What follows belongs to an exercise in optimizing a design on an open flow for small area; a production flow would make more cautious choices. Function was checked by simulation only, so behaviour that the tests miss may differ from the original. Power and IR drop assume default switching activity. The clock port is modelled as an ideal driver; clocking choices that lean on that would not hold on a real chip.

Setup of red:
==> flow/design.v (excerpt) <==
module lcdm_framer (
    input  wire        clk,
    input  wire        rst,
    input  wire        op_valid,
    output wire        op_ready,
    input  wire [7:0]  op_sel,
    input  wire [15:0] op_arg,
    input  wire [7:0]  op_len,
    input  wire        hin_valid,
    output reg         hin_ready,
    input  wire [7:0]  hin_data,
    output reg         hout_valid,
    input  wire        hout_ready,
    output reg  [7:0]  hout_data,
    output reg         res_valid,
    output reg  [3:0]  res_code,
    output reg  [7:0]  res_byte,
    output reg         t_req_valid,
    input  wire        t_req_ready,
    output reg  [2:0]  t_req_kind,
    output reg  [15:0] t_req_data,
    output reg         t_req_last,
    input  wire        t_rsp_valid,
    output reg         t_rsp_ready,
    input  wire [7:0]  t_rsp_data,
    input  wire        t_rsp_last,
    input  wire        t_rsp_err,
    input  wire        t_rsp_empty
);
Size in the first run: roughly 1100 cells after synthesis, roughly 520 flip-flops, about 14000 µm² of cells after synthesis.
export LEC_CHECK = 0
export CAP_MARGIN = 20
export CORE_MARGIN = 2
export CORE_UTILIZATION = 70
export PLACE_DENSITY = 0.75
export SLEW_MARGIN = 20
create_clock -name core_clock -period 10.0 [get_ports {clk}]
standard.sh (not shown) runs the stock make flow with config.mk's settings and CLKGATE_MAP_FILE= SYNTH_SCRIPT=/design/flow/synth_recipe.tcl, a recipe that flattens the netlist after the stock synthesis.
==> flow/flow/run.sh <==
#!/bin/bash
# Standard ORFS layout (the standard.sh, unchanged synthesis), with
# smaller port buffers, a clock tree built without dummy loads, and an
# area-oriented resynthesis of the combinational logic after floorplan
# (flow/restructure.tcl; registers untouched).
set -euo pipefail
here=$(pwd)
export BUFFER_PORTS_ARGS="-buffer_cell sky130_fd_sc_hd__buf_1"
export CTS_ARGS="-sink_clustering_enable -repair_clock_nets -dont_use_dummy_load -sink_clustering_size 32 -sink_clustering_max_diameter 90 -buf_list {sky130_fd_sc_hd__clkbuf_16}"
export POST_FLOORPLAN_TCL="$here/flow/restructure.tcl"
export RS_PASSES=1
bash standard.sh > standard_flow.log 2>&1
==> flow/flow/restructure.tcl <==
# Post-floorplan hook: area-oriented resynthesis of the combinational logic
# between the registers (OpenROAD restructure, ABC).  Registers, ports and
# the synthesized register names are left as the standard synthesis made them.
set rs_lib [lindex $::env(LIB_FILES) 0]
set rs_dir $::env(OBJECTS_DIR)/restructure
file mkdir $rs_dir
report_design_area
for {set rs_i 0} {$rs_i < $::env(RS_PASSES)} {incr rs_i} {
  restructure -target area -liberty_file $rs_lib \
    -tielo_port sky130_fd_sc_hd__conb_1/LO -tiehi_port sky130_fd_sc_hd__conb_1/HI \
    -work_dir $rs_dir
  report_design_area
}
red completed; timing, DRC and antenna clean
Edits applied to the flow inputs when going from red to blue:
Settings: ABC_AREA newly set to 1.
diff --git a/flow/flow/run.sh b/flow/flow/run.sh
--- a/flow/flow/run.sh
+++ b/flow/flow/run.sh
@@ -11 +11 @@
-export RS_PASSES=1
+export RS_PASSES=4
diff --git a/flow/flow/restructure.tcl b/flow/flow/restructure.tcl
--- a/flow/flow/restructure.tcl
+++ b/flow/flow/restructure.tcl
@@ -2,2 +2,4 @@
-# between the registers (OpenROAD restructure, ABC).  Registers, ports and
-# the synthesized register names are left as the standard synthesis made them.
+# between the registers (OpenROAD restructure, ABC), repeated RS_PASSES times.
+# Registers, ports and the synthesized register names are left as the
+# standard synthesis made them.  Each pass names its tie cells rmp_const_*,
+# so the previous pass's tie cells are renamed first to keep names unique.
@@ -11,0 +14,6 @@
+  foreach rs_inst [[ord::get_db_block] getInsts] {
+    set rs_name [$rs_inst getName]
+    if {[string match "rmp_const_*" $rs_name]} {
+      $rs_inst rename "rs${rs_i}_[string range $rs_name 4 end]"
+    }
+  }
## What came out
Global-route usage: blue vs red down 2.1 points. Relative to red, the final cell count without fillers measured on blue has decreased by a few percent. Run comparison: blue endpoint of the most critical setup path t_req_data[5]; red endpoint of the most critical setup path t_req_data[2]. Area of placed instances ended up about 1.3% lower on blue than on red. Core utilization was higher in the run labelled red.
Relative to blue, the following input files were edited for green:
Settings: a deleted ABC_AREA that had been 1.
==> flow/flow/run.sh <==
#!/bin/bash
# Standard ORFS layout (the standard.sh, unchanged synthesis), with
# smaller port buffers, a clock tree built without dummy loads, and
# power recovery (downsizing off the critical paths) after global route.
set -euo pipefail
export BUFFER_PORTS_ARGS="-buffer_cell sky130_fd_sc_hd__buf_1"
export CTS_ARGS="-sink_clustering_enable -repair_clock_nets -dont_use_dummy_load -sink_clustering_size 32 -sink_clustering_max_diameter 90 -buf_list {sky130_fd_sc_hd__clkbuf_16}"
export RECOVER_POWER=100
bash standard.sh > standard_flow.log 2>&1
removed: flow/flow/restructure.tcl
==> results.txt <==
Delta (green minus blue): fraction of power consumed by the clock network shows a reduction of 0.4 points; minimum clock period after layout shows an increase of 740 ps. Of blue and green, only green fails to finish with a clean layout. From blue to green the numbers moved as follows: instance area after placement shows an increase of 730 µm²; power per cell area shows a reduction of about 1.6%. The synthesis-to-layout area growth number comes out lower for blue vs green. Re final worst-path cycle share: blue and green aren't equal, and the lower value belongs to blue.

## port drivers added, routing unchanged
The results above use ideal ports. As a check the final layouts listed here were re-extracted and re-timed, cells and wires unchanged.
Step 1: set_driving_cell puts a clkbuf_16 on clk and a buf_2 on each other input, an assumption about the parent block.
Step 2, shift: input delay + t, output delay - t, t = (earliest + latest rising clock arrival at the registers) / 2. This alone moves slack from input paths to output paths.
a / b / c = no drivers / after step 1 / after step 2; a / b = the first two.
run | shift t [ns] | setup slack, ns | worst slew at a driven data input, ns | cell pins on the clock port's net
red | 0.571 | 3.967 / 3.918 / 4.488 | 0.06 | 1
blue | 0.568 | 4.553 / 4.505 / 4.957 | 0.05 | 1
green | 0.570 | 3.811 / 3.762 / 4.332 | 0.07 | 1
